Context: an optimization exercise on an open-source flow, tuned for small area, a short achievable clock period and few clock cycles per item. The choices shown serve that exercise and are no tape-out recipe.
RTL that was checked went through simulation tests only; none was proved equivalent to the original.
Power is estimated from default activity; no workload was simulated.

Design gpcf, start of the top module:
module gpcf (
    input  wire        clk,
    input  wire        rst,
    input  wire [4:0]  cfg_size,
    input  wire        cfg_white_sets,
    input  wire        cfg_reject_b2_bit3,
    input  wire        in_valid,
    output wire        in_ready,
    input  wire [2:0]  in_op,
    input  wire [31:0] in_data,
    input  wire [2:0]  in_kind,
    input  wire        in_seq,
    input  wire        in_ack,
    input  wire        in_colour,
    input  wire [7:0]  in_x,
    input  wire [7:0]  in_y,
    output reg         o_valid,
    output reg  [3:0]  o_ev,
    output reg  [1:0]  o_abort,
    output reg  [1:0]  o_status,
    output wire [7:0]  o_byte,
    output wire [31:0] o_frame,
    output wire [2:0]  o_kind,
    output wire [9:0]  o_value,
    output wire        o_seq,
    output wire        o_ack,
    output wire        o_colour,
    output wire [7:0]  o_x,
    output wire [7:0]  o_y
);
Size: about 940 cells after synthesis, roughly 120 flip-flops, ~7200 sq um of cells after synthesis.
export LEC_CHECK = 0
export ABC_AREA = 1
export CAP_MARGIN = 20
export CORE_MARGIN = 2
export CORE_UTILIZATION = 70
export CTS_BUF_LIST = sky130_fd_sc_hd__clkbuf_8
export SLEW_MARGIN = 20
create_clock -name core_clock -period 17.0 [get_ports {clk}]
standard.sh (not shown) runs the stock make flow with config.mk's settings and CLKGATE_MAP_FILE= SYNTH_SCRIPT=/design/flow/synth_recipe.tcl, a recipe that flattens the netlist after the stock synthesis.
==> flow/flow/run.sh <==
#!/bin/bash
# Standard synthesis and layout (the standard.sh), with single-drive
# port buffers and timing repair aimed beyond the constraint's slack.
set -euo pipefail
export BUFFER_PORTS_ARGS="-buffer_cell sky130_fd_sc_hd__buf_1"
export SETUP_SLACK_MARGIN=12.6
export CTS_ARGS="-sink_clustering_enable -repair_clock_nets -buf_list sky130_fd_sc_hd__clkbuf_8 -root_buf sky130_fd_sc_hd__clkbuf_16"
bash standard.sh synth > synth.log 2>&1
bash standard.sh > layout.log 2>&1
Testbench counts at the start, summed over its fixed seeds: cycles 32,016, items 32,000.
Next try:
==> flow/flow/run.sh (replaced) <==
#!/bin/bash
# Standard synthesis and layout (the standard.sh), with single-drive
# port buffers and timing repair aimed beyond the constraint's slack.
set -euo pipefail
export BUFFER_PORTS_ARGS="-buffer_cell sky130_fd_sc_hd__buf_1"
export SETUP_SLACK_MARGIN=12.5
bash standard.sh synth > synth.log 2>&1
bash standard.sh > layout.log 2>&1
Settings changed: CORE_UTILIZATION 70 to 55.
Outcome:
- The new run passed the timing, DRC and antenna checks
- via count goes down by a few percent
- cell area grows slightly
- count of clock-buffer cells in the layout goes down by 1
- wire length falls slightly
Next try:
Settings changed: CORE_UTILIZATION 55 to 80.
Effect: Synthesized area is unchanged. Via count is higher by roughly a tenth. Combinational power grows by a few percent. Worst setup slack degrades by 99 ps. Non-clock buffer count climbs by 1. Routed wire length came out higher by about a fifth. Design area is lower slightly.
Next try:
Settings changed: CORE_UTILIZATION 80 to 70, TNS_END_PERCENT set to 0.
After rerunning: The new run passed the timing, DRC and antenna checks. Core utilization shrinks by 14 points. Total power shrinks by 7.4%. Cell count grows by 2.2%. Clock power shrinks by 18%. Die area grows by 14%. Clock skew shrinks by 5.8 ps. Area after synthesis stays the same. Wire length shrinks by 14%. Count of clock-buffer cells in the layout grows by 1. First-iteration DRC count shrinks by 33%. Non-clock buffer count shrinks by 3.
Next try:
Settings changed: TNS_END_PERCENT 0 to not set.
Result:
- wire length does not change
- fmax does not change
- area after synthesis is unchanged
- cell count stays the same
- clock skew is unchanged
- sequential power barely changes
- via count is unchanged
- combinational power is about the same

========
Another version of the RTL of gpcf (not shown whole).
For scale: roughly 960 cells after synthesis, roughly 120 flip-flops, about 150 I/O pins.
## gpcf
module gpcf (
    input  wire        clk,
    input  wire        rst,
    input  wire [4:0]  cfg_size,
    input  wire        cfg_white_sets,
    input  wire        cfg_reject_b2_bit3,
    input  wire        in_valid,
    output wire        in_ready,
    input  wire [2:0]  in_op,
    input  wire [31:0] in_data,
    input  wire [2:0]  in_kind,
    input  wire        in_seq,
    input  wire        in_ack,
    input  wire        in_colour,
    input  wire [7:0]  in_x,
    input  wire [7:0]  in_y,
    output reg         o_valid,
    output reg  [3:0]  o_ev,
    output reg  [1:0]  o_abort,
    output reg  [1:0]  o_status,
    output wire [7:0]  o_byte,
    output wire [31:0] o_frame,
    output wire [2:0]  o_kind,
    output wire [9:0]  o_value,
    output wire        o_seq,
    output wire        o_ack,
    output wire        o_colour,
    output wire [7:0]  o_x,
    output wire [7:0]  o_y
);
    localparam OP_RX_BYTE   = 3'd0;
    localparam OP_RX_END    = 3'd1;
    localparam OP_KILL      = 3'd2;
    localparam OP_TX_PACKET = 3'd3;
    localparam OP_TX_TALK   = 3'd4;
    localparam OP_PACK      = 3'd5;
    localparam OP_UNPACK    = 3'd6;
    localparam OP_DECODE    = 3'd7;
    localparam EV_NONE       = 4'd0;
    localparam EV_TALK       = 4'd1;
    localparam EV_PACKET     = 4'd2;
    localparam EV_FRAME_DROP = 4'd3;
    localparam EV_NOISE      = 4'd4;
    localparam EV_TERMINATED = 4'd5;
    localparam EV_REFUSED    = 4'd6;
    localparam EV_WIRE_PKT   = 4'd7;
    localparam EV_WIRE_TALK  = 4'd8;
    localparam EV_TX_BROKEN  = 4'd9;
    localparam EV_PACK       = 4'd10;
    localparam EV_UNPACK     = 4'd11;
    localparam EV_DECODE     = 4'd12;
    localparam EV_TERM_KILL  = 4'd13;
    assign in_ready = 1'b1;
    reg [4:0] size_q;
    reg       white_sets_q;
    reg       reject_q;
    always @(posedge clk)
        if (rst) begin
            size_q       <= cfg_size;
            white_sets_q <= cfg_white_sets;
            reject_q     <= cfg_reject_b2_bit3;
        end
    wire size_ok = (size_q != 5'd0) && (size_q <= 5'd22);
    reg [22:0] w1;
    reg        f1;
    always @(*) begin
        w1 = {in_data[25:24], in_data[22:16], in_data[14:8], in_data[6:0]};
        f1 = (in_data[31:26] != 6'd0) || !in_data[23] || !in_data[15] || !in_data[7];
  ...
clock: 17.0 ns
lec_check: 0
abc_area: 1
cap_margin: 20
core_margin: 2
core_utilization: 55
cts_buf_list: sky130_fd_sc_hd__clkbuf_4
slew_margin: 20
==> flow/flow/run.sh <==
#!/bin/bash
# Standard synthesis and layout (the standard.sh), with single-drive
# port buffers and timing repair aimed beyond the constraint's slack.
set -euo pipefail
export BUFFER_PORTS_ARGS="-buffer_cell sky130_fd_sc_hd__buf_1"
export SETUP_SLACK_MARGIN=12.5
bash standard.sh synth > synth.log 2>&1
bash standard.sh > layout.log 2>&1
The baseline completed without violations.
Rerun with:
--- a/flow/flow/run.sh
+++ b/flow/flow/run.sh
@@ -4,5 +4,5 @@
 set -euo pipefail
 export BUFFER_PORTS_ARGS="-buffer_cell sky130_fd_sc_hd__buf_1"
-export SETUP_SLACK_MARGIN=12.5
+export SETUP_SLACK_MARGIN=12.3
 bash standard.sh synth > synth.log 2>&1
 bash standard.sh > layout.log 2>&1
Settings changed: CTS_BUF_LIST sky130_fd_sc_hd__clkbuf_4 to sky130_fd_sc_hd__clkbuf_8.
Outcome: Setup slack got worse by 0.028 ns; worst hold slack gets worse by 0.0051 ns; cell area shrinks slightly; via count fell slightly; routed wire length decreases slightly.
Function was not checked in any run of this note: the RTL went through the layout flow alone.

separate check: timing with driven ports:
How much do the figures lean on ideal ports? The routed layouts below were timed once more, with nothing changed but the port constraints.
Step 1: set_driving_cell puts a clkbuf_16 on clk and a buf_2 on each other input, an assumption about the parent block.
Step 2 also shifts input and output timing later by t, the mid clock arrival at the registers, as if the neighbouring blocks saw the same clock.
a / b / c = ideal ports / drivers / drivers and shift; a / b = the first two.
| run | t (ns) | setup slack, ns | hold slack, ns | pins driven straight from the clock port |
|---|---|---|---|---|
| the first run of note 1 | 0.405 | 12.683 / 12.640 / 12.436 | 0.328 / 0.328 / 0.328 | 1 |
| the second run of note 1 | 0.471 | 12.583 / 12.545 / 12.242 | 0.330 / 0.330 / 0.330 | 1 |
| the third run of note 1 | 0.467 | 12.483 / 12.483 / 12.201 | 0.323 / 0.323 / 0.323 | 1 |
| the fourth run of note 1 | 0.468 | 12.584 / 12.545 / 12.307 | 0.328 / 0.328 / 0.328 | 1 |
| the fifth run of note 1 | 0.468 | 12.584 / 12.545 / 12.307 | 0.328 / 0.328 / 0.328 | 1 |
| the first run of note 2 | 0.601 | 12.504 / 12.464 / 12.114 | 0.335 / 0.335 / 0.335 | 1 |
| the second run of note 2 | 0.491 | 12.476 / 12.437 / 12.049 | 0.330 / 0.330 / 0.330 | 1 |
After both steps setup and hold are still met in every run listed. The setup slack of the second run of note 2, which loses most, moves by -0.039 ns with the drivers and by -0.427 ns with both steps.
